From an optimization exercise on the open Yosys and OpenROAD flow, aimed at small area; shortcuts taken in it are not production practice. In this exercise RTL edits were held to simulation tests only and were not proved equivalent to the original. No activity file was given, so power comes from the tool's default toggle rates.

==> flow/design.v <==
module ow_slot (
    input  wire       clk,
    input  wire       rst,
    input  wire       run,        
    input  wire       go,         
    input  wire [1:0] nk,
    output wire       is_rst,     
    output wire       last,
    output wire       smp,
    output reg        dq_drive
);
    reg [9:0] cnt;
    reg [1:0] kind;
    assign is_rst = (kind == 2'd0);
    wire end_rst  = &{cnt[9:7], cnt[5:0]};           
    wire end_slot = cnt[6] & cnt[2] & cnt[0];        
    wire off_rst  = &{cnt[8:6], cnt[4:0]};           
    wire off_w0   = &{cnt[5:3], cnt[1:0]};           
    wire off_sh   = cnt[2] & cnt[0];                 
    assign last = run & (is_rst ? end_rst : end_slot);
    assign smp  = run & (is_rst ? (cnt == 10'd550) : (kind == 2'd3) & (cnt[5:0] == 6'd15));
    always @(posedge clk) begin
        cnt <= go ? 10'd0 : cnt + 10'd1;
        if (go) kind <= nk;
        if (rst)
            dq_drive <= 1'b0;
        else if (go)
            dq_drive <= 1'b1;
        else if (is_rst ? off_rst : (kind == 2'd1) ? off_w0 : off_sh)
            dq_drive <= 1'b0;
    end
endmodule
module ow_engine (
    input  wire        clk,
    input  wire        rst,
    input  wire        op_valid,
    input  wire [7:0]  op_code,
    output wire        op_ready,
    input  wire        u_bit,
    input  wire [7:0]  u_byte,
    input  wire [3:0]  u_len,
    input  wire [63:0] u_bytes,
    input  wire [63:0] u_id,
    output wire        done,
    output reg         r_bool,
    output reg  [7:0]  r_byte,
    output reg  [63:0] r_id,
    output reg         presence,
    output reg  [31:0] disc_count,
    output wire        dq_drive,
    input  wire        dq_in
);
    localparam K_RST = 2'd0, K_W0 = 2'd1, K_W1 = 2'd2, K_RD = 2'd3;
    localparam S_IDLE = 4'd0;
    localparam S_FIN  = 4'd1;    
    localparam S_CRCB = 4'd2;    
    localparam S_CRCC = 4'd3;    
    localparam S_ONE  = 4'd4;    
    localparam S_WB   = 4'd5;    
    localparam S_RB   = 4'd6;    
    localparam S_SRST = 4'd7;    
    localparam S_SF0  = 4'd8;    
    localparam S_SR1  = 4'd9;    
    localparam S_SR2  = 4'd10;   
    localparam S_SW   = 4'd11;   
    localparam S_WRST = 4'd12;   
    localparam S_WS   = 4'd13;   
    reg  [3:0]  st;
    reg  [63:0] d;
    reg  [6:0]  k;       
    reg  [6:0]  ld;
    reg  [6:0]  lz;      
    reg         b1;      
    wire idle = (st == S_IDLE) || (st == S_FIN);
    wire crc  = (st == S_CRCB) || (st == S_CRCC);
    wire run  = ~idle & ~crc;
    reg        go;
    reg  [1:0] nk;
    wire       is_rst, last, smp;
    ow_slot u_slot (
        .clk      (clk),
        .rst      (rst),
        .run      (run),
        .go       (go),
        .nk       (nk),
        .is_rst   (is_rst),
        .last     (last),
        .smp      (smp),
        .dq_drive (dq_drive)
    );
    assign op_ready = idle;
    assign done     = (st == S_FIN);
    wire acc = op_valid & idle;
    wire [6:0] kinc = k + 7'd1;
    wire       k7   = &k[2:0];
    wire       ldf  = ld[6] & ld[5];
    wire       smpv = is_rst ? ~dq_in : dq_in;    
    function wsbit(input [6:0] i);
        if (i[4:3] == 2'b01)      wsbit = ~i[1];
        else if (i[4:3] == 2'b11) wsbit = ~i[0] | (&i[2:0]);
        else                      wsbit = i[1];
    endfunction
    wire ws_id = |kinc[6:5];    
    wire srdisc = ~b1 & ~dq_in;
    wire srboth = b1 & dq_in;
    wire srdir  = srdisc ? ((k < ld) ? d[0] : (k == ld)) : b1;
    always @(*) begin
        go = 1'b0;
        nk = K_RD;
        case (st)
        S_IDLE, S_FIN: if (op_valid) case (op_code)
            8'h10, 8'h18: begin go = 1'b1; nk = K_RST; end
            8'h11: begin go = 1'b1; nk = u_bit ? K_W1 : K_W0; end
            8'h12, 8'h14: begin go = 1'b1; nk = K_RD; end
            8'h13: begin go = 1'b1; nk = u_byte[0] ? K_W1 : K_W0; end
            8'h15: begin go = 1'b1; nk = K_W0; end
            8'h16: begin go = ~ldf; nk = K_RST; end
            default: ;
        endcase
        S_WB:   if (last) begin go = ~k7; nk = d[0] ? K_W1 : K_W0; end
        S_RB:   if (last) begin go = ~k7; nk = K_RD; end
        S_SRST: if (last) begin go = presence; nk = K_W0; end
        S_SF0:  if (last) begin go = 1'b1; nk = k7 ? K_RD : (kinc[2] ? K_W1 : K_W0); end
        S_SR1:  if (last) begin go = 1'b1; nk = K_RD; end
        S_SR2:  if (last) begin go = 1'b1; nk = d[63] ? K_W1 : K_W0; end
        S_SW:   if (last) begin go = ~(k[6] & k7); nk = K_RD; end
        S_WRST: if (last) begin go = ~k[6]; nk = K_W0; end
        S_WS:   if (last) begin
            go = 1'b1;
            if ((k == 7'd15) || (k[6] & (&k[4:0])))    nk = K_RST;
            else if (ws_id ? d[0] : wsbit(kinc))        nk = K_W1;
            else                                        nk = K_W0;
        end
        default: ;
        endcase
    end
    wire cx   = crc & d[0];
    wire cmsk = crc & k[6] & k[5] & k[4] & (k[3] | (&k[2:0]));    
    wire [63:0] dsh = {srdir & (st == S_SR2), d[63:9], (d[8] & ~cmsk) ^ cx,
                       d[7:5], d[4] ^ cx, d[3] ^ cx, d[2:1]};
    wire dshift = (crc & ~(&k)) | ((st == S_SR2) & smp) |
                  (go & (((st == S_WB) & ~k7) | ((st == S_WS) & ws_id)));
    reg  [63:0] dload;
    always @(*) begin
        if (op_code[4]) begin
            if (op_code[3])       dload = u_id;                           
            else if (!op_code[0]) dload = r_id;                           
            else                  dload = {57'd0, op_code[2] ? 7'h66 : u_byte[7:1]};   
        end else
            dload = op_code[0] ? u_id : u_bytes;                          
    end
    always @(posedge clk) begin
        if (acc)
            d <= dload;
        else if (dshift)
            d <= dsh;
        if (smp & (st == S_SR1))
            b1 <= dq_in;
        if (acc)
            k <= op_code[4] ? 7'd0 : {op_code[0] ? 4'b0111 : ~u_len, 3'b111};
        else if ((crc & ~(&k)) | (last & ((st == S_WB) | (st == S_RB) | (st == S_SF0) | (st == S_SW) | (st == S_WS))))
            k <= kinc;
        if (acc)
            lz <= 7'b1100000;
        else if ((st == S_SR2) & smp & srdisc & ~srdir)
            lz <= k;
        if (rst) begin
            st         <= S_IDLE;
            r_bool     <= 1'b0;
            r_byte     <= 8'h00;
            r_id       <= 64'h0;
            presence   <= 1'b0;
            disc_count <= 32'h0;
            ld         <= 7'd0;
        end else begin
            if (smp & is_rst)
                presence <= ~dq_in;
            if (smp & ((st == S_ONE) | (st == S_SRST)))
                r_bool <= smpv;
            case (st)
            S_IDLE, S_FIN: begin
                st <= S_IDLE;
                if (op_valid) case (op_code)
                8'h00: if (u_len == 4'd0) begin
                           r_byte <= 8'h00;
                           st     <= S_FIN;
                       end else
                           st <= S_CRCB;
                8'h01: st <= S_CRCC;
                8'h10, 8'h11, 8'h12: st <= S_ONE;
                8'h13, 8'h15: st <= S_WB;
                8'h14: st <= S_RB;
                8'h16: begin
                    disc_count <= disc_count + 32'd1;
                    if (ldf) begin
                        ld     <= 7'd0;
                        r_bool <= 1'b0;
                        st     <= S_FIN;
                    end else
                        st <= S_SRST;
                end
                8'h17: begin ld <= 7'd0; st <= S_FIN; end
                8'h18: st <= S_WRST;
                default: st <= S_FIN;
                endcase
            end
            S_CRCB, S_CRCC: if (&k) begin
                if (st == S_CRCB) r_byte <= d[7:0];
                else              r_bool <= ~|d[7:0];
                st <= S_FIN;
            end
            S_ONE: if (last) st <= S_FIN;
            S_WB:  if (last & k7) st <= S_FIN;
            S_RB: begin
                if (smp) r_byte <= {dq_in, r_byte[7:1]};
                if (last & k7) st <= S_FIN;
            end
            S_SRST: if (last) begin
                if (presence) st <= S_SF0;
                else begin ld <= 7'd0; st <= S_FIN; end
            end
            S_SF0: if (last & k7) st <= S_SR1;
            S_SR1: if (last) st <= S_SR2;
            S_SR2: begin
                if (smp & srboth) begin ld <= 7'd0; st <= S_ONE; end
                else if (last) st <= S_SW;
            end
            S_SW: if (last) begin
                if (!(k[6] & k7)) st <= S_SR1;
                else begin
                    ld     <= lz;
                    r_bool <= 1'b1;
                    r_id   <= d;
                    st     <= S_FIN;
                end
            end
            S_WRST: if (last) st <= k[6] ? S_FIN : S_WS;
            S_WS: if (last & ((k == 7'd15) || (k[6] & (&k[4:0])))) st <= S_WRST;
            default: st <= S_IDLE;
            endcase
        end
    end
endmodule
clock: 12.0 ns
lec_check: 0
cap_margin: 20
core_margin: 2
core_utilization: 40
slew_margin: 20
run.sh (not shown) runs the stock make flow with config.mk's settings and CLKGATE_MAP_FILE= SYNTH_SCRIPT=/design/flow/synth_recipe.tcl, a recipe that flattens the netlist after the stock synthesis.
Change:
Settings changed: CORE_UTILIZATION 40 to 55, CTS_BUF_LIST set to sky130_fd_sc_hd__clkbuf_4, CTS_CLUSTER_SIZE set to 30.
Power shrinks by 4.2%.
Global-route usage grows by 6.6 points.
Count of clock-buffer cells in the layout grows by 44.
Register-to-register slack degrades by 0.24 ns.
Final area shrinks by 1.3%.
Setup slack improves by 0.33 ns.
Sequential power stays flat.

* * *

ow_engine, a different RTL version from the one above (not shown whole).
Size in the first run: roughly 960 cells after synthesis, roughly 210 flip-flops, ~260 I/O pins, about 10000 sq um of cells after synthesis.
==> flow/config.mk <==
export PLATFORM = sky130hd
export DESIGN_NAME = ow_engine
export DESIGN_NICKNAME = ow_engine
export VERILOG_FILES = /design/flow/design.v
export SDC_FILE = /design/flow/constraint.sdc
export NUM_CORES = 4
export LEC_CHECK = 0
export CAP_MARGIN = 20
export CORE_MARGIN = 2
export CORE_UTILIZATION = 40
export SLEW_MARGIN = 20
==> flow/constraint.sdc <==
create_clock -name core_clock -period 12.0 [get_ports {clk}]
set_input_delay 2.4000 -clock core_clock [delete_from_list [all_inputs] [get_ports {clk}]]
set_output_delay 2.4000 -clock core_clock [all_outputs]
set_load 0.01 [all_outputs]
standard.sh (not shown) runs the stock make flow with config.mk's settings and CLKGATE_MAP_FILE= SYNTH_SCRIPT=/design/flow/synth_recipe.tcl, a recipe that flattens the netlist after the stock synthesis.
==> flow/flow/run.sh <==
#!/bin/bash
# Standard layout, with the port buffers made of the smallest buffer cell.
set -o pipefail
export BUFFER_PORTS_ARGS="-buffer_cell sky130_fd_sc_hd__buf_1"
bash standard.sh > standard.log 2>&1
Then changed:
==> flow/run.sh (new file) <==
#!/bin/bash
# synth_recipe.tcl (not shown) runs the flow's synth.tcl, then flattens the netlist and writes it again
# the make line also repeats each setting of config.mk as NAME=value (left out here)
make -C /OpenROAD-flow-scripts/flow DESIGN_CONFIG=/design/flow/config.mk WORK_HOME=/design/flow/orfs CLKGATE_MAP_FILE= SYNTH_SCRIPT=/design/flow/synth_recipe.tcl finish
--- a/flow/config.mk
+++ b/flow/config.mk
@@ -9,3 +9,5 @@
 export CORE_MARGIN = 2
-export CORE_UTILIZATION = 40
+export CORE_UTILIZATION = 55
+export CTS_BUF_LIST = sky130_fd_sc_hd__clkbuf_4
+export CTS_CLUSTER_SIZE = 30
 export SLEW_MARGIN = 20
removed: flow/flow/run.sh
removed: flow/standard.sh
- The changed run ran to the end with no violations
- count of clock-buffer cells in the layout grows by 48
- cell area is higher by roughly a tenth
- synthesized cell count does not change
- combinational power goes up by a quarter to a third
- wire length drops slightly

* * *

ow_engine, a different RTL version from the one above (not shown whole).
Size in the first run: ~260 I/O pins.
export LEC_CHECK = 0
export CAP_MARGIN = 20
export CORE_MARGIN = 2
export CORE_UTILIZATION = 70
export SLEW_MARGIN = 20
export SYNTH_HIERARCHICAL = 1
export SYNTH_MINIMUM_KEEP_SIZE = 0
create_clock -name core_clock -period 12.0 [get_ports {clk}]
==> flow/flow/run.sh <==
#!/bin/bash
# The standard layout (standard.sh), with two changes to how the layout
# is made: the port buffers are the smallest buffer cell, and the clock tree
# is built from clkbuf_8 clusters without dummy balancing loads.
set -o pipefail
export BUFFER_PORTS_ARGS="-buffer_cell sky130_fd_sc_hd__buf_1"
export CTS_ARGS="-sink_clustering_enable -repair_clock_nets -dont_use_dummy_load -buf_list sky130_fd_sc_hd__clkbuf_8 -sink_clustering_size 15 -sink_clustering_max_diameter 50"
bash standard.sh > standard.log 2>&1
Then changed:
--- a/flow/config.mk
+++ b/flow/config.mk
@@ -8,5 +8,5 @@
 export CAP_MARGIN = 20
 export CORE_MARGIN = 2
-export CORE_UTILIZATION = 70
+export CORE_UTILIZATION = 55
 export SLEW_MARGIN = 20
 export SYNTH_HIERARCHICAL = 1
Final cell count climbs by about 4%; clock power climbs by about 9%; sequential cell count is unchanged.

[static timing again, ports no longer ideal]
The flow's constraints put no driver on any port. The routed layouts listed below were extracted and timed again, unchanged, in two steps.
Step 1: set_driving_cell puts a clkbuf_16 on clk and a buf_2 on each other input, an assumption about the parent block.
Step 2, shift: input delay + t, output delay - t, t = (earliest + latest rising clock arrival at the registers) / 2. This alone moves slack from input paths to output paths.
Slacks: ideal ports / drivers / drivers and shift; pairs: ideal ports / drivers.
run | t, ns | setup WS [ns] | worst data-port slew with drivers (ns)
the first run of note 1 | 0.566 | 6.440 / 6.465 / 5.900 | 0.08
the second run of note 1 | 0.703 | 6.766 / 6.788 / 6.085 | 0.08
the first run of note 2 | 0.575 | 3.058 / 3.061 / 2.486 | 0.08
the second run of note 2 | 0.670 | 2.697 / 2.712 / 2.041 | 0.08
the first run of note 3 | 0.518 | 2.696 / 2.713 / 2.196 | 0.09
the second run of note 3 | 0.545 | 2.680 / 2.697 / 2.152 | 0.10
After both steps every run listed still meets setup and hold. The setup slack of the second run of note 1, which loses most, moves by +0.022 ns with the drivers and by -0.681 ns with both steps.
